Source: an optimization exercise on an open RTL-to-GDS flow (aim: small area). Production flows keep margins and buffers that such runs may drop.
Only simulation tests tie the RTL to the original design; equivalence was not proved.
Power is estimated from default activity; no workload was simulated.

[flow/flow/run.sh]
#!/bin/bash
# Own layout flow: the standard flow (standard.sh) with these changes:
#  * synthesis maps the logic with an area-oriented ABC script (flow/abc_area.script)
#    instead of ORFS's delay-oriented one; everything else in the synthesis, including
#    the flip-flop mapping and naming, is synth_recipe.tcl unchanged;
#  * clock tree synthesis clusters up to 25 sinks per clkbuf_16 leaf buffer, without dummy loads;
#  * ports are buffered with buf_1 cells.
# Each tool's output goes to the ORFS logs under orfs/logs; make's output to flow_make.log.
set -euo pipefail
W=$(pwd)
F=$W/flow

# ORFS's synth.tcl with only the ABC script replaced
sed 's#^\(  *\)log_cmd abc {\*}\$abc_args#\1set abc_args [lreplace $abc_args 1 1 '"$F"'/abc_area.script]\n\1log_cmd abc {*}$abc_args#' \
    "$FLOW_HOME/scripts/synth.tcl" > "$W/synth_area.tcl"
grep -q "abc_area.script" "$W/synth_area.tcl"
# The standard flow's synthesis script, sourcing that copy
sed 's#source \$::env(SCRIPTS_DIR)/synth.tcl#source '"$W"'/synth_area.tcl#' "$W/synth_recipe.tcl" > "$W/synth_own.tcl"
grep -q "synth_area.tcl" "$W/synth_own.tcl"

# standard.sh with the synthesis script swapped
sed 's#SYNTH_SCRIPT=[^ ]*#SYNTH_SCRIPT='"$W"'/synth_own.tcl#' "$W/standard.sh" > "$W/own.sh"
grep -q "synth_own.tcl" "$W/own.sh"

CTS="-sink_clustering_enable -repair_clock_nets -sink_clustering_size 25 -sink_clustering_max_diameter 100 -buf_list sky130_fd_sc_hd__clkbuf_16 -dont_use_dummy_load"
bash "$W/own.sh" "CTS_ARGS=$CTS" "BUFFER_PORTS_ARGS=-buffer_cell sky130_fd_sc_hd__buf_1" finish > "$W/flow_make.log" 2>&1
test -s "$W/out/final.def"
[flow/flow/abc_area.script]
&get -n
&st
&dch
&nf -R 1000 -p -C 32 -F 8 -A 8
&put
[flow/standard.sh]
#!/bin/bash
# synth_recipe.tcl (not shown) runs the flow's synth.tcl, then flattens the netlist and writes it again
# the make line also repeats each setting of config.mk as NAME=value (left out here)
make -C /OpenROAD-flow-scripts/flow DESIGN_CONFIG=/design/flow/config.mk WORK_HOME=/design/flow/orfs CLKGATE_MAP_FILE= SYNTH_SCRIPT=/design/flow/synth_recipe.tcl "${@:-finish}"
[flow/config.mk]
export PLATFORM = sky130hd
export DESIGN_NAME = oregon_core
export DESIGN_NICKNAME = oregon_core
export VERILOG_FILES = /design/flow/design.v
export SDC_FILE = /design/flow/constraint.sdc
export NUM_CORES = 4
export LEC_CHECK = 0
export CAP_MARGIN = 20
export CORE_MARGIN = 2
export CORE_UTILIZATION = 50
export PLACE_DENSITY = 0.68
export SLEW_MARGIN = 20
[flow/constraint.sdc]
create_clock -name core_clock -period 15.0 [get_ports {clk}]
set_input_delay 3.0000 -clock core_clock [delete_from_list [all_inputs] [get_ports {clk}]]
set_output_delay 3.0000 -clock core_clock [all_outputs]
set_load 0.01 [all_outputs]
[flow/design.v]
module oregon_core (
    input  wire        clk,
    input  wire        rst,
    input  wire        pulse_valid,
    input  wire [23:0] pulse_d,
    input  wire        cmd_valid,
    input  wire [31:0] cmd,
    output reg         rsp_valid,
    output wire [3:0]  rsp_status,
    output reg  [31:0] rsp_data
);
    localparam [23:0] T_MIN   = 24'd50;
    localparam [23:0] T_SPLIT = 24'd750;
    localparam [23:0] T_MAX   = 24'd1400;
    localparam        REG_CAP = 10;
    localparam [2:0] ST_OK = 3'd0, ST_EMPTY = 3'd1, ST_FULL = 3'd2,
                     ST_BUSY = 3'd3, ST_ILLEGAL = 3'd4, ST_BADARG = 3'd5;
    localparam [1:0] P_SYNC = 2'd0, P_IDENT = 2'd1, P_BODY = 2'd2, P_COMPLETE = 2'd3;
    integer i, k;
    reg  [19:0] sl_meta;               
    reg  [7:0]  inc;                   
    reg  [3:0]  ctrl;                  
    reg  [23:0] pq_buf [0:31];
    reg  [4:0]  pq_wr, pq_rd;
    reg         pq_full;
    reg  [1:0]  bq_buf [0:31];
    reg  [4:0]  bq_wr, bq_rd;
    reg         bq_full;
    reg         dec_cur, dec_hc, dec_first;
    reg  [1:0]  par_state;
    reg  [3:0]  par_nib;
    reg  [1:0]  par_sub;
    reg  [5:0]  par_idx;
    reg         par_bitpar;
    reg         par_matchv;
    reg  [3:0]  par_match;
    reg  [7:0]  par_mlen;
    reg  [7:0]  par_acc;               
    reg  [3:0]  msg [0:31];
    reg         res_done, res_cksok;
    reg  [7:0]  res_calc, res_recv;
    reg  [3:0]  res_slot;
    reg  [7:0]  res_len;
    reg  [31:0] reg_id  [0:REG_CAP-1];
    reg  [7:0]  reg_ch  [0:REG_CAP-1];
    reg  [7:0]  reg_len [0:REG_CAP-1];
    reg  [3:0]  reg_nf  [0:REG_CAP-1];
    reg  [127:0] reg_fld [0:REG_CAP-1];
    reg  [3:0]  reg_count;
    reg  [31:0] id_stage;
    reg  [127:0] fstage;
    reg         pq_ovf, bq_ovf;
    reg  [15:0] cnt [0:7];
    reg  [2:0]  rsp_st;
    assign rsp_status = {1'b0, rsp_st};
    wire [7:0] op = cmd[31:24];
    reg  [23:0] arg_mask;
    always @* begin
        case (op)
            8'h05:               arg_mask = 24'hFFFFFE;
            8'h06:               arg_mask = 24'hFFFFFC;
            8'h07:               arg_mask = 24'hFFFFF0;
            8'h08, 8'h09, 8'h10: arg_mask = 24'hFFFF00;
            8'h0A, 8'h0B:        arg_mask = 24'hFF0000;
            8'h0C:               arg_mask = 24'hF00000;
            8'h0D:               arg_mask = 24'hE00000;
            8'h0E:               arg_mask = 24'hF0FFE0;
            default:             arg_mask = 24'hFFFFFF;
        endcase
    end
    wire legal = (op != 8'h01) && (op <= 8'h10) && ((cmd[23:0] & arg_mask) == 24'd0);
    wire host  = cmd_valid;
    wire [4:0] pq_diff = pq_wr - pq_rd;
    wire [4:0] bq_diff = bq_wr - bq_rd;
    wire pq_empty = !pq_full && (pq_wr == pq_rd);
    wire bq_empty = !bq_full && (bq_wr == bq_rd);
    wire [5:0] pq_cnt = {pq_full, pq_diff};
    wire [5:0] bq_cnt = {bq_full, bq_diff};
    wire eng_parse = !host && ctrl[2] && !bq_empty;
    wire eng_dec   = !host && !eng_parse && ctrl[1] && !pq_empty;
    reg  [23:0] pq_head;
    always @* begin
        pq_head = 24'd0;
        for (i = 0; i < 32; i = i + 1)
            pq_head = pq_head | (pq_buf[i] & {24{pq_rd == i}});
    end
    reg  [1:0] bq_head;
    always @* begin
        bq_head = 2'd0;
        for (i = 0; i < 32; i = i + 1)
            bq_head = bq_head | (bq_buf[i] & {2{bq_rd == i}});
    end
    wire cls_out   = (pq_head < T_MIN) || (pq_head >= T_MAX);
    wire cls_short = !cls_out && (pq_head < T_SPLIT);
    wire [1:0] cls = cls_out ? 2'd2 : (cls_short ? 2'd0 : 2'd1);
    reg        d_cur, d_hc, d_first, d_long, d_prod;
    reg  [1:0] d_sym;
    always @* begin
        d_cur = dec_cur; d_hc = dec_hc; d_first = dec_first;
        d_long = 1'b0; d_prod = 1'b0; d_sym = 2'b00;
        if (cls_out) begin
            d_cur = 1'b0; d_hc = 1'b0; d_first = 1'b1;
            d_prod = 1'b1; d_sym = 2'b10;
        end else begin
            if (!cls_short || dec_first) begin
                d_first = 1'b0;
                d_cur   = ~dec_cur;
                d_long  = 1'b1;
            end else begin
                d_hc = ~dec_hc;
            end
            if (d_hc == 1'b0) begin
                d_prod = 1'b1;
                d_sym  = {1'b0, d_cur};
            end
        end
    end
    wire        d_lost   = d_prod && bq_full;
    wire [31:0] d_result = {pq_head, 1'b0, d_long, cls, d_lost, d_sym, d_prod};
    wire       rdmsg_sel = cmd_valid && (op == 8'h09);
    wire [4:0] mrd_addr  = rdmsg_sel ? cmd[4:0] : (par_idx[4:0] - 5'd1);
    reg  [3:0] mrd;
    always @* begin
        mrd = 4'd0;
        for (i = 0; i < 32; i = i + 1)
            mrd = mrd | (msg[i] & {4{mrd_addr == i}});
    end
    reg         p_en;
    reg  [1:0]  p_sym;
    wire [3:0]  nib_new = {p_sym[0], par_nib[3:1]};
    wire        lk_host = cmd_valid && cmd[28];
    wire [31:0] key_id  = lk_host ? id_stage : {16'd0, msg[3], msg[2], msg[1], msg[0]};
    wire [7:0]  key_ch  = lk_host ? cmd[7:0] : {4'd0, nib_new};
    reg  [REG_CAP-1:0] lk_m, lk_oh;
    reg         lk_found;
    reg  [3:0]  lk_slot;
    reg  [7:0]  lk_len;
    always @* begin
        for (i = 0; i < REG_CAP; i = i + 1)
            lk_m[i] = (i < reg_count) && (reg_id[i] == key_id) && (reg_ch[i] == key_ch);
        lk_found = |lk_m;
        lk_oh    = lk_m & ~(lk_m << 1) & ~(lk_m << 2) & ~(lk_m << 3) & ~(lk_m << 4)
                 & ~(lk_m << 5) & ~(lk_m << 6) & ~(lk_m << 7) & ~(lk_m << 8) & ~(lk_m << 9);
        lk_slot  = 4'd0;
        lk_len   = 8'd0;
        for (i = 0; i < REG_CAP; i = i + 1) begin
            lk_slot = lk_slot | (i[3:0] & {4{lk_oh[i]}});
            lk_len  = lk_len | (reg_len[i] & {8{lk_oh[i]}});
        end
    end
    reg  [1:0]  n_state;
    reg  [3:0]  n_nib;
    reg  [1:0]  n_sub;
    reg  [5:0]  n_idx;
    reg         n_bitpar, n_matchv;
    reg  [3:0]  n_match;
    reg  [7:0]  n_mlen;
    reg         p_completed, p_cksok, p_accepted, p_discarded;
    reg         p_msg_we;
    reg         p_inc_unknown, p_inc_bufovf, p_inc_cksok, p_inc_cksfail, p_inc_discard;
    wire [1:0]  sub_new = par_sub + 2'd1;
    wire [7:0]  p_recv  = {nib_new, mrd};
    wire        p_cks_eq = (par_acc == p_recv);
    always @* begin
        n_state = par_state; n_nib = par_nib; n_sub = par_sub; n_idx = par_idx;
        n_bitpar = par_bitpar; n_matchv = par_matchv; n_match = par_match; n_mlen = par_mlen;
        p_completed = 1'b0; p_cksok = 1'b0; p_accepted = 1'b0; p_discarded = 1'b0;
        p_msg_we = 1'b0;
        p_inc_unknown = 1'b0; p_inc_bufovf = 1'b0; p_inc_cksok = 1'b0;
        p_inc_cksfail = 1'b0; p_inc_discard = 1'b0;
        if (par_state == P_COMPLETE) begin
            p_inc_discard = 1'b1;
            p_discarded   = 1'b1;
        end else if (p_sym == 2'b10) begin
            n_state = P_SYNC; n_nib = 4'd0; n_sub = 2'd0; n_idx = 6'd0;
            n_matchv = 1'b0; n_match = 4'd0; n_mlen = 8'd0;
            n_bitpar = 1'b0;
        end else if (ctrl[3] && par_bitpar) begin
            n_bitpar = 1'b0;
        end else begin
            if (ctrl[3])
                n_bitpar = 1'b1;
            p_accepted = 1'b1;
            n_nib = nib_new;
            if (par_state == P_SYNC) begin
                if (nib_new == 4'hA) begin
                    n_state = P_IDENT; n_sub = 2'd0; n_idx = 6'd0;
                end
            end else begin
                n_sub = sub_new;
                if (sub_new == 2'd0) begin
                    if (par_idx[5]) begin
                        p_inc_bufovf = 1'b1;
                        n_state = P_SYNC; n_nib = 4'd0; n_sub = 2'd0; n_idx = 6'd0;
                        n_matchv = 1'b0; n_match = 4'd0; n_mlen = 8'd0;
                    end else begin
                        p_msg_we = 1'b1;
                        n_idx    = par_idx + 6'd1;
                        if (par_state == P_IDENT && par_idx == 6'd4) begin
                            if (lk_found) begin
                                n_matchv = 1'b1;
                                n_match  = lk_slot;
                                n_mlen   = lk_len;
                                n_state  = P_BODY;
                            end else begin
                                p_inc_unknown = 1'b1;
                                n_state = P_SYNC; n_nib = 4'd0; n_sub = 2'd0; n_idx = 6'd0;
                                n_matchv = 1'b0; n_match = 4'd0; n_mlen = 8'd0;
                            end
                        end else if (par_state == P_BODY && {2'd0, n_idx} == par_mlen) begin
                            p_completed = 1'b1;
                            p_cksok     = p_cks_eq;
                            if (p_cks_eq) begin
                                p_inc_cksok = 1'b1;
                                n_state = P_COMPLETE;
                            end else begin
                                p_inc_cksfail = 1'b1;
                                n_state = P_SYNC; n_nib = 4'd0; n_sub = 2'd0; n_idx = 6'd0;
                                n_matchv = 1'b0; n_match = 4'd0; n_mlen = 8'd0;
                            end
                        end
                    end
                end
            end
        end
    end
    wire [31:0] p_result = {22'd0, n_state, 2'b00, p_sym, p_discarded, p_accepted,
                            p_cksok, p_completed};
    wire        rdcsr_sel = cmd_valid && (op == 8'h08);
    reg  [7:0]  cnt_oh;
    reg  [15:0] cnt_rd;
    always @* begin
        for (i = 0; i < 8; i = i + 1)
            cnt_oh[i] = rdcsr_sel ? (cmd[2:0] == i) : ((i != 0 && i != 2) && inc[i]);
        cnt_rd = 16'd0;
        for (i = 0; i < 8; i = i + 1)
            cnt_rd = cnt_rd | (cnt[i] & {16{cnt_oh[i]}});
    end
    wire [15:0] cnt_rd_inc = cnt_rd + 16'd1;
    wire        cnt_rd_sat = &cnt_rd;
    reg         csr_ok;
    reg  [31:0] csr_val;
    always @* begin
        csr_ok  = 1'b1;
        csr_val = 32'd0;
        case (cmd[7:0])
            8'h00: csr_val = {28'd0, ctrl};
            8'h01: csr_val = {22'd0, par_state, res_cksok, res_done, bq_ovf, pq_ovf,
                              bq_full, bq_empty, pq_full, pq_empty};
            8'h02: csr_val = {26'd0, pq_cnt};
            8'h03: csr_val = {26'd0, bq_cnt};
            8'h04: csr_val = {29'd0, dec_first, dec_hc, dec_cur};
            8'h05: csr_val = {par_mlen, 2'd0, par_match, par_matchv, par_bitpar,
                              2'd0, par_idx, par_sub, par_nib, par_state};
            8'h06: csr_val = {res_len, 4'd0, res_slot, res_recv, res_calc};
            8'h07: csr_val = id_stage;
            8'h08: csr_val = {28'd0, reg_count};
            8'h09: csr_val = {16'd0, 3'd0, pq_rd, 3'd0, pq_wr};
            8'h0A: csr_val = {16'd0, 3'd0, bq_rd, 3'd0, bq_wr};
            8'h10, 8'h11, 8'h12, 8'h13, 8'h14, 8'h15, 8'h16, 8'h17:
                   csr_val = {16'd0, cnt_rd};
            8'h1B: csr_val = {8'd0, T_MAX};
            8'h1C: csr_val = {8'd0, T_SPLIT};
            8'h1D: csr_val = {8'd0, T_MIN};
            8'h1E: csr_val = 32'h00040408;
            8'h1F: csr_val = 32'h0A202020;
            default: csr_ok = 1'b0;
        endcase
    end
    wire [3:0] rs_s = cmd[19:16];
    wire [4:0] rs_w = cmd[4:0];
    reg  [31:0]  sl_id;
    reg  [127:0] sl_fld;
    always @* begin
        sl_id = 32'd0; sl_meta = 20'd0; sl_fld = 128'd0;
        for (i = 0; i < REG_CAP; i = i + 1) begin
            sl_id   = sl_id   | (reg_id[i]  & {32{rs_s == i}});
            sl_meta = sl_meta | ({reg_nf[i], reg_len[i], reg_ch[i]} & {20{rs_s == i}});
            sl_fld  = sl_fld  | (reg_fld[i] & {128{rs_s == i}});
        end
    end
    reg  [31:0] slot_word;
    always @* begin
        slot_word = 32'd0;
        if (rs_w == 5'd0) slot_word = sl_id;
        if (rs_w == 5'd1) slot_word = {12'd0, sl_meta};
        for (k = 0; k < 8; k = k + 1)
            if (rs_w == k + 2) slot_word = {16'd0, sl_fld[16*k +: 16]};
    end
    reg         do_dec, do_bq_pop;
    reg         do_dec_reset, do_par_reset;
    reg         do_wr_ctrl, do_clr_cnt, do_reg_add, do_set_field;
    reg         do_id_lo, do_id_hi;
    reg  [2:0]  r_status;
    reg  [31:0] r_data;
    wire [4:0] ra_f = cmd[20:16];
    wire [7:0] ra_l = cmd[15:8];
    always @* begin
        do_dec = 1'b0; do_bq_pop = 1'b0; p_en = 1'b0; p_sym = bq_head;
        do_dec_reset = 1'b0; do_par_reset = 1'b0;
        do_wr_ctrl = 1'b0; do_clr_cnt = 1'b0; do_reg_add = 1'b0; do_set_field = 1'b0;
        do_id_lo = 1'b0; do_id_hi = 1'b0;
        r_status = ST_OK; r_data = 32'd0;
        if (!host) begin
            if (eng_parse) begin
                do_bq_pop = 1'b1;
                p_en      = 1'b1;
            end else if (eng_dec) begin
                do_dec = 1'b1;
            end
        end else if (!legal) begin
            r_status = ST_ILLEGAL;
        end else begin
            case (op)
                8'h02:
                    if (ctrl[1])       r_status = ST_BUSY;
                    else if (pq_empty) r_status = ST_EMPTY;
                    else begin
                        do_dec = 1'b1;
                        r_data = d_result;
                    end
                8'h03:
                    if (ctrl[2])       r_status = ST_BUSY;
                    else if (bq_empty) r_status = ST_EMPTY;
                    else begin
                        do_bq_pop = 1'b1;
                        p_en      = 1'b1;
                        r_data    = p_result;
                    end
                8'h04:
                    if (ctrl[2])       r_status = ST_BUSY;
                    else if (bq_empty) r_status = ST_EMPTY;
                    else begin
                        do_bq_pop = 1'b1;
                        r_data    = {30'd0, bq_head};
                    end
                8'h05:
                    if (ctrl[2])       r_status = ST_BUSY;
                    else begin
                        p_en   = 1'b1;
                        p_sym  = {1'b0, cmd[0]};
                        r_data = p_result;
                    end
                8'h06: begin
                    do_dec_reset = cmd[0];
                    do_par_reset = cmd[1];
                end
                8'h07: begin
                    do_wr_ctrl   = 1'b1;
                    do_par_reset = (cmd[3] != ctrl[3]);
                end
                8'h08:
                    if (!csr_ok) r_status = ST_BADARG;
                    else         r_data   = csr_val;
                8'h09:
                    if (cmd[7:5] != 3'd0) r_status = ST_BADARG;
                    else                  r_data   = {28'd0, mrd};
                8'h0A: begin
                    do_id_lo = 1'b1;
                    r_data   = {id_stage[31:16], cmd[15:0]};
                end
                8'h0B: begin
                    do_id_hi = 1'b1;
                    r_data   = {cmd[15:0], id_stage[15:0]};
                end
                8'h0C:
                    if (cmd[19]) r_status = ST_BADARG;
                    else         do_set_field = 1'b1;
                8'h0D:
                    if (ctrl[2])                            r_status = ST_BUSY;
                    else if (ra_f > 5'd8 || ra_l < 8'd7)    r_status = ST_BADARG;
                    else if (reg_count == REG_CAP)          r_status = ST_FULL;
                    else begin
                        do_reg_add = 1'b1;
                        r_data     = {28'd0, reg_count};
                    end
                8'h0E:
                    if ({1'b0, rs_s} >= {1'b0, reg_count} || rs_w >= 5'd10)
                        r_status = ST_BADARG;
                    else
                        r_data = slot_word;
                8'h0F:
                    do_clr_cnt = 1'b1;
                8'h10:
                    r_data = {23'd0, lk_found, 4'd0, lk_slot};
                default: ;
            endcase
        end
    end
    wire        edge_en  = do_wr_ctrl ? cmd[0] : ctrl[0];
    wire        push     = pulse_valid && edge_en;
    wire        push_ovf = push && pq_full && !do_dec;
    wire        push_ok  = push && !push_ovf;
    wire        bq_push  = do_dec && d_prod && !bq_full;
    wire        p_store  = p_en && p_msg_we;
    wire        p_res_we = p_en && p_completed;
    always @* begin
        inc    = 8'd0;
        inc[0] = push_ovf;
        inc[1] = do_dec && d_lost;
        inc[2] = do_dec && cls_out;
        inc[3] = p_en && p_inc_unknown;
        inc[4] = p_en && p_inc_cksfail;
        inc[5] = p_en && p_inc_cksok;
        inc[6] = p_en && p_inc_bufovf;
        inc[7] = p_en && p_inc_discard;
    end
    always @(posedge clk) begin
        if (push_ok)
            pq_buf[pq_wr] <= pulse_d;
        if (bq_push)
            bq_buf[bq_wr] <= d_sym;
        if (do_reg_add) begin
            reg_id[reg_count]  <= id_stage;
            reg_ch[reg_count]  <= cmd[7:0];
            reg_len[reg_count] <= ra_l;
            reg_nf[reg_count]  <= ra_f[3:0];
            reg_fld[reg_count] <= fstage;
        end
        if (p_store)
            par_acc <= (par_idx[4:0] == 5'd0) ? 8'd0 : par_acc + {4'd0, mrd};
    end
    wire        nrst  = ~rst;
    wire        par_clr = rst | do_par_reset;
    wire        cnt_clr = rst | do_clr_cnt;
    always @(posedge clk) begin
        rsp_valid <= host & nrst;
        rsp_st    <= r_status;
        rsp_data  <= (r_status == ST_OK) ? r_data : 32'd0;
    end
    always @(posedge clk) begin
        if (rst | do_wr_ctrl)
            ctrl <= cmd[3:0] & {4{nrst}};
        if (rst | do_dec)
            pq_rd <= (pq_rd + 5'd1) & {5{nrst}};
        if (rst | push_ok)
            pq_wr <= (pq_wr + 5'd1) & {5{nrst}};
        pq_full <= nrst & (pq_full ? !(do_dec && !push)
                                   : (push && !do_dec && (pq_diff == 5'd31)));
        pq_ovf  <= nrst & (push_ovf | (pq_ovf & ~do_clr_cnt));
        if (rst | bq_push)
            bq_wr <= (bq_wr + 5'd1) & {5{nrst}};
        if (rst | do_bq_pop)
            bq_rd <= (bq_rd + 5'd1) & {5{nrst}};
        if (rst | bq_push | do_bq_pop)
            bq_full <= nrst & bq_push & (bq_diff == 5'd31);
        bq_ovf  <= nrst & ((do_dec & d_lost) | (bq_ovf & ~do_clr_cnt));
        if (rst | do_dec | do_dec_reset) begin
            dec_cur   <= nrst & do_dec & d_cur;
            dec_hc    <= nrst & do_dec & d_hc;
            dec_first <= rst | !do_dec | d_first;
        end
        if (par_clr | p_en) begin
            par_state  <= n_state  & {2{~par_clr}};
            par_nib    <= n_nib    & {4{~par_clr}};
            par_sub    <= n_sub    & {2{~par_clr}};
            par_idx    <= n_idx    & {6{~par_clr}};
            par_bitpar <= n_bitpar & ~par_clr;
            par_matchv <= n_matchv & ~par_clr;
            par_match  <= n_match  & {4{~par_clr}};
            par_mlen   <= n_mlen   & {8{~par_clr}};
        end
        for (i = 0; i < 32; i = i + 1)
            if (rst | (p_store && par_idx[4:0] == i))
                msg[i] <= nib_new & {4{nrst}};
        if (rst | p_res_we) begin
            res_calc <= par_acc   & {8{nrst}};
            res_recv <= p_recv    & {8{nrst}};
            res_slot <= par_match & {4{nrst}};
            res_len  <= par_mlen  & {8{nrst}};
        end
        if (rst | p_res_we | (do_par_reset && op == 8'h06)) begin
            res_done  <= nrst & p_res_we;
            res_cksok <= nrst & p_res_we & p_cks_eq;
        end
        if (rst | do_reg_add)
            reg_count <= (reg_count + 4'd1) & {4{nrst}};
        if (rst | do_id_lo)
            id_stage[15:0] <= cmd[15:0] & {16{nrst}};
        if (rst | do_id_hi)
            id_stage[31:16] <= cmd[15:0] & {16{nrst}};
        for (i = 0; i < 8; i = i + 1)
            if (rst | (do_set_field && cmd[18:16] == i))
                fstage[16*i +: 16] <= cmd[15:0] & {16{nrst}};
        for (i = 0; i < 8; i = i + 1)
            if (i == 0 || i == 2) begin
                if (cnt_clr | (inc[i] && cnt[i] != 16'hFFFF))
                    cnt[i] <= ((cnt[i] + 16'd1) & {16{~cnt_clr}})
                            | {15'd0, cnt_clr & nrst & inc[i]};
            end else begin
                if (cnt_clr | (inc[i] && !cnt_rd_sat))
                    cnt[i] <= (cnt_rd_inc & {16{~cnt_clr}})
                            | {15'd0, cnt_clr & nrst & inc[i]};
            end
    end
endmodule
==> notes.md <==
-- layout by cell type (no fill, tap or decap), types with 60 or more instances in the layout --
cell type	netlist	final
sky130_fd_sc_hd__nand3_1	119	119
sky130_fd_sc_hd__a222oi_1	688	688
sky130_fd_sc_hd__nor2b_1	74	60
sky130_fd_sc_hd__clkinv_1	61	61
sky130_fd_sc_hd__nor2_1	380	315
sky130_fd_sc_hd__edfxtp_1	3146	3146
sky130_fd_sc_hd__xnor2_1	109	109
sky130_fd_sc_hd__o21ai_0	157	147
sky130_fd_sc_hd__and3_1	90	89
sky130_fd_sc_hd__buf_1	0	88
sky130_fd_sc_hd__a221oi_1	124	124
sky130_fd_sc_hd__a22oi_1	244	244
sky130_fd_sc_hd__xor2_1	94	94
sky130_fd_sc_hd__clkbuf_16	0	150
sky130_fd_sc_hd__buf_4	1	297
sky130_fd_sc_hd__a21oi_1	266	266
sky130_fd_sc_hd__nand2_1	469	469
sky130_fd_sc_hd__nor3_1	91	75
sky130_fd_sc_hd__nand4_1	252	252
sky130_fd_sc_hd__nor4_1	75	60
sky130_fd_sc_hd__a31oi_1	83	83
-- worst reg2reg max path: cells and delay by family, from the launching register on --
kind                       cells  cell delay, ns
AOI/OAI and AO/OA              6            2.06
xor gates and xnor gates       1            0.16
adders and majority gates      2            0.68
buffers and inverters          5            1.41
DFF                            1            0.59
and+or+nand+nor               17            4.82
-- state kept, by name (all words and copies together), names as in the netlist, 40 cells and up --
signal	count
reg_fld	1280
reg_nf	40
bq_buf	64
fstage	128
msg	128
pq_buf	768
cnt	128
reg_ch	80
reg_len	80
reg_id	320
-- cell type report --
class	instances	area [µm²]
sequential	3185	95250
tap	3202	4006
multi-input combinational	3932	27440
clock buffer	150	3754
timing repair buffer	416	3054
fill	19042	109400
antenna	26	65.06
inverter	61	229.0
-- cell families after synthesis --
group | share of synthesized area
compound gates | 0.1285
xor+xnor | 0.01454
fa+ha+maj | 0.006018
buf+inv | 0.001934
flops | 0.7792
mux | 0.001914
other cells | 0.00003068
simple gates | 0.06787
-- power groups by stage --
stage                     combinational, µW  sequential, µW  clock, µW
after floorplan                         616           10300          0
after global placement                 1230           10300          0
after detailed placement               1240           10300          0
after CTS                              1250           10100       4420
after global routing                   1330           10200       4690
final                                  1290           10100       4400
-- per-stage QoR --
step           worst slack (ns)  power [µW]  instance area [µm²]
2_1_floorplan           -0.3685       10870               122300
6_report                  3.695       15820               133800
4_1_cts                   3.868       15790               133700
5_1_grt                   2.843       16180               133700
3_5_place_dp              2.997       11570               129900
3_3_place_gp              3.229       11550               129900
-- routing by layer --
| layer | wire length (µm) | share of wire |
|---|---|---|
| met1 | 158300 | 0.37 |
| met2 | 192100 | 0.44 |
| met3 | 54930 | 0.13 |
| met4 | 27600 | 0.064 |
| met5 | 44 | 0.00010 |
-- worst max path at each step --
stage | from | cells past startpoint | endpoint
4_1_cts | cmd[28] | 32 | cnt[6][12]
5_1_grt | cmd[28] | 33 | cnt[4][12]
2_1_floorplan | cmd[18] | 15 | rsp_data[8]
3_5_place_dp | cmd[28] | 32 | cnt[7][12]
3_3_place_gp | cmd[28] | 32 | cnt[6][12]
6_report | cmd[28] | 33 | cnt[6][12]
==> notes.md <==
# TYPE chip_impl_metric gauge
chip_impl_metric{name="grt_pass1_wl",unit="mm"} 597.3
chip_impl_metric{name="synth.top_cell.area_share",unit=""} 0.7728
chip_impl_metric{name="clock.fmax",unit="GHz"} 0.08845
chip_impl_metric{name="final-max-slew-violation-count",unit=""} 0
chip_impl_metric{name="placeableCoreArea",unit="µm²"} 243200
chip_impl_info{name="yosys.cell_count.top_type",value="sky130_fd_sc_hd__edfxtp_1"} 1
chip_impl_metric{name="critPathMaxStageDelay",unit="ns"} 0.74
chip_impl_info{name="r2r-end",value="cnt[6][12]"} 1
chip_impl_metric{name="p_sw",unit="µW"} 3736
chip_impl_metric{name="peakVddDrop",unit="µV"} 121.0
chip_impl_metric{name="power.density_cell_area",unit="nW/µm²"} 118.3
chip_impl_metric{name="cts-root-to-sink-buffers",unit=""} 3
chip_impl_metric{name="grt_remaining_overflow",unit=""} 0
chip_impl_metric{name="timing.slew.headroom",unit=""} 0.06373
chip_impl_info{name="worst_setup_path_type",value="primary input to flop"} 1
chip_impl_info{name="run_status",value="no timing/DRC/antenna violations"} 1
chip_impl_metric{name="switching_share_of_power",unit=""} 0.2361
chip_impl_info{name="critical_path.reg2reg.startpoint",value="pq_rd[1]"} 1
chip_impl_metric{name="p_leak",unit="µW"} 0.04046
chip_impl_metric{name="finalWeightedCongestion",unit=""} 1.032
chip_impl_metric{name="netlist_area",unit="µm²"} 122200
chip_impl_metric{name="power_frac_clock",unit=""} 0.278
chip_impl_metric{name="cts_repair_resize_count",unit=""} 0
chip_impl_metric{name="ys.warnings.count",unit=""} 3
chip_impl_info{name="hold_start",value="bq_ovf"} 1
chip_impl_metric{name="synth.yosys.seq_area_share",unit=""} 0.7792
chip_impl_metric{name="layout-drive-gt1-share",unit=""} 0.07916
chip_impl_metric{name="routed_wl",unit="mm"} 433.0
chip_impl_metric{name="initialDrtViolationCount",unit=""} 16757
chip_impl_metric{name="power.sequential.fraction",unit=""} 0.641
chip_impl_metric{name="hold_depth",unit=""} 2
chip_impl_metric{name="hold_viol",unit=""} 0
chip_impl_metric{name="die_h",unit="µm"} 498.5
chip_impl_metric{name="design.die.area",unit="µm²"} 248500
chip_impl_metric{name="r2r_cells",unit=""} 31
chip_impl_info{name="crit_path_frequent_cell",value="sky130_fd_sc_hd__nand2_1"} 1
chip_impl_metric{name="number_of_iterations_in_the_first_detailed_routing_pass",unit=""} 13
chip_impl_metric{name="place_inst",unit=""} 10795
chip_impl_metric{name="grt_start_max_net_pins",unit=""} 123
chip_impl_metric{name="post-route-util",unit=""} 0.5501
chip_impl_metric{name="layoutNonFillerInstCount",unit=""} 10972
chip_impl_metric{name="cts_num_sinks",unit=""} 3185
chip_impl_metric{name="grt_antenna_before_repair",unit=""} 33
chip_impl_metric{name="global_route.usage.met1",unit=""} 0.4662
chip_impl_metric{name="cts_max_level",unit=""} 4
chip_impl_metric{name="cp_data_required_time",unit="ns"} 15.52
chip_impl_metric{name="syn_nets",unit=""} 7296
chip_impl_metric{name="floorplan.io_pins",unit=""} 97
chip_impl_info{name="gr-max-usage-layer",value="met2"} 1
chip_impl_info{name="timing.critical_path.max_delay_family",value="simple AND/OR/NAND/NOR gates"} 1
chip_impl_metric{name="arrival",unit="ns"} 11.83
chip_impl_metric{name="nets",unit=""} 7863
chip_impl_metric{name="synth_async_sr_flop_share",unit=""} 0
chip_impl_metric{name="drv.max_cap_violation_count",unit=""} 0
chip_impl_metric{name="finalCritPeriodShare",unit=""} 0.7537
chip_impl_metric{name="vias_per_cell",unit=""} 7.345
chip_impl_metric{name="rows",unit=""} 181
chip_impl_metric{name="cts.reportedPaths.clkPinSlew",unit="ns"} 0.09
chip_impl_metric{name="combinationalPowerShare",unit=""} 0.081
chip_impl_metric{name="postCtsSetupBuffers",unit=""} 0
chip_impl_metric{name="antenna_violating_nets_post_route",unit=""} 0
chip_impl_metric{name="internal-power",unit="µW"} 12090
chip_impl_metric{name="post-route-drc-count",unit=""} 0
chip_impl_info{name="cp-end-kind",value="flop"} 1
chip_impl_metric{name="number_of_global_route_vias_before_repair",unit=""} 75224
chip_impl_metric{name="floorplan.initialDensity",unit=""} 0.5026
chip_impl_info{name="critPathLaunchType",value="primary input"} 1
chip_impl_metric{name="mean_instance_size_in_the_synthesized_netlist",unit="µm²"} 17.03
chip_impl_metric{name="hold-worst-slack",unit="ns"} 0.4791
chip_impl_metric{name="final-setup-viol-count",unit=""} 0
chip_impl_metric{name="worst-path-max-fanout",unit=""} 16
chip_impl_metric{name="final_worst_clock_skew",unit="ns"} 0.1102
chip_impl_metric{name="area.growth.synth_to_final",unit="%"} 9.446
chip_impl_metric{name="post_drt_wl_per_cell",unit="µm"} 39.46
chip_impl_metric{name="number_of_register_bits_inferred_by_synthesis",unit=""} 3185
chip_impl_info{name="postSynth.topFlopCell",value="sky130_fd_sc_hd__edfxtp_1"} 1
chip_impl_info{name="ys_top_cells_by_count",value="sky130_fd_sc_hd__edfxtp_1 (3146), sky130_fd_sc_hd__a222oi_1 (688), sky130_fd_sc_hd__nand2_1 (469)"} 1
chip_impl_metric{name="grtUsageMet3",unit=""} 0.07670
chip_impl_metric{name="route.vias.total",unit=""} 80591
chip_impl_metric{name="synth_cells",unit=""} 7179
chip_impl_metric{name="floorplan.die.width",unit="µm"} 498.5
chip_impl_info{name="cts_tree",value="done"} 1
chip_impl_metric{name="met2_routing_resource_usage_after_global_routing",unit=""} 0.5064
chip_impl_metric{name="timing.setup.tns",unit="ns"} 0
chip_impl_info{name="hold_class",value="flop to flop"} 1
chip_impl_info{name="min_to",value="bq_ovf"} 1
chip_impl_metric{name="layout_min_cycle_time",unit="ns"} 11.31
chip_impl_metric{name="worst_slew_pin_slew",unit="ns"} 1.392
chip_impl_metric{name="cts_made_buffers",unit=""} 150
chip_impl_info{name="ctsRootBufferMaster",value="sky130_fd_sc_hd__clkbuf_16"} 1
chip_impl_metric{name="cts_hold_buf",unit=""} 0
chip_impl_info{name="grt_setup_unrepaired",value="no"} 1
chip_impl_metric{name="cp.buffers_inverters",unit=""} 4
chip_impl_metric{name="clock_latency",unit="ns"} 0.86
chip_impl_metric{name="dp_hpwl",unit="mm"} 269.1
chip_impl_metric{name="worst_reg_to_reg_setup_slack",unit="ns"} 4.93
chip_impl_metric{name="grt.total_usage",unit=""} 0.3396
chip_impl_info{name="cell_accounting_for_the_most_synthesized_area",value="sky130_fd_sc_hd__edfxtp_1"} 1
chip_impl_info{name="ys_top_cells_by_area",value="sky130_fd_sc_hd__edfxtp_1 (77%), sky130_fd_sc_hd__a222oi_1 (5.6%), sky130_fd_sc_hd__a22oi_1 (1.5%)"} 1
chip_impl_metric{name="yosysUniqueCellTypes",unit=""} 65
chip_impl_info{name="timing.critical_path.slowest_stage_cell",value="sky130_fd_sc_hd__nor3_1"} 1
chip_impl_metric{name="number_of_enable_type_register_cells_in_the_synthesized_netlist",unit=""} 3146
chip_impl_metric{name="placement.io_buffers",unit=""} 95

==> static timing again, ports no longer ideal <==
How much do the figures lean on ideal ports? The routed layout below was timed once more, with nothing changed but the port constraints. Step 1, drivers: a clkbuf_16 drives clk and a buf_2 each remaining input, both assumed. Step 2 adds t to the input delays and takes it off the output delays; t is the mean of the earliest and latest rising clock arrival at the registers after step 1. Input paths then give back, and output paths get back, about the clock's delay inside the block. a / b / c = no drivers / after step 1 / after step 2; a / b = the first two.
t (ns): 0.911
setup WS [ns]: 3.695 / 3.769 / 2.857
worst hold slack (ns): 0.479 / 0.479 / 0.479
worst data-port slew with drivers (ns): 0.19
After both steps setup and hold are still met in this run. For this run, drivers alone change the setup slack by +0.074 ns; drivers and shift together by -0.838 ns.
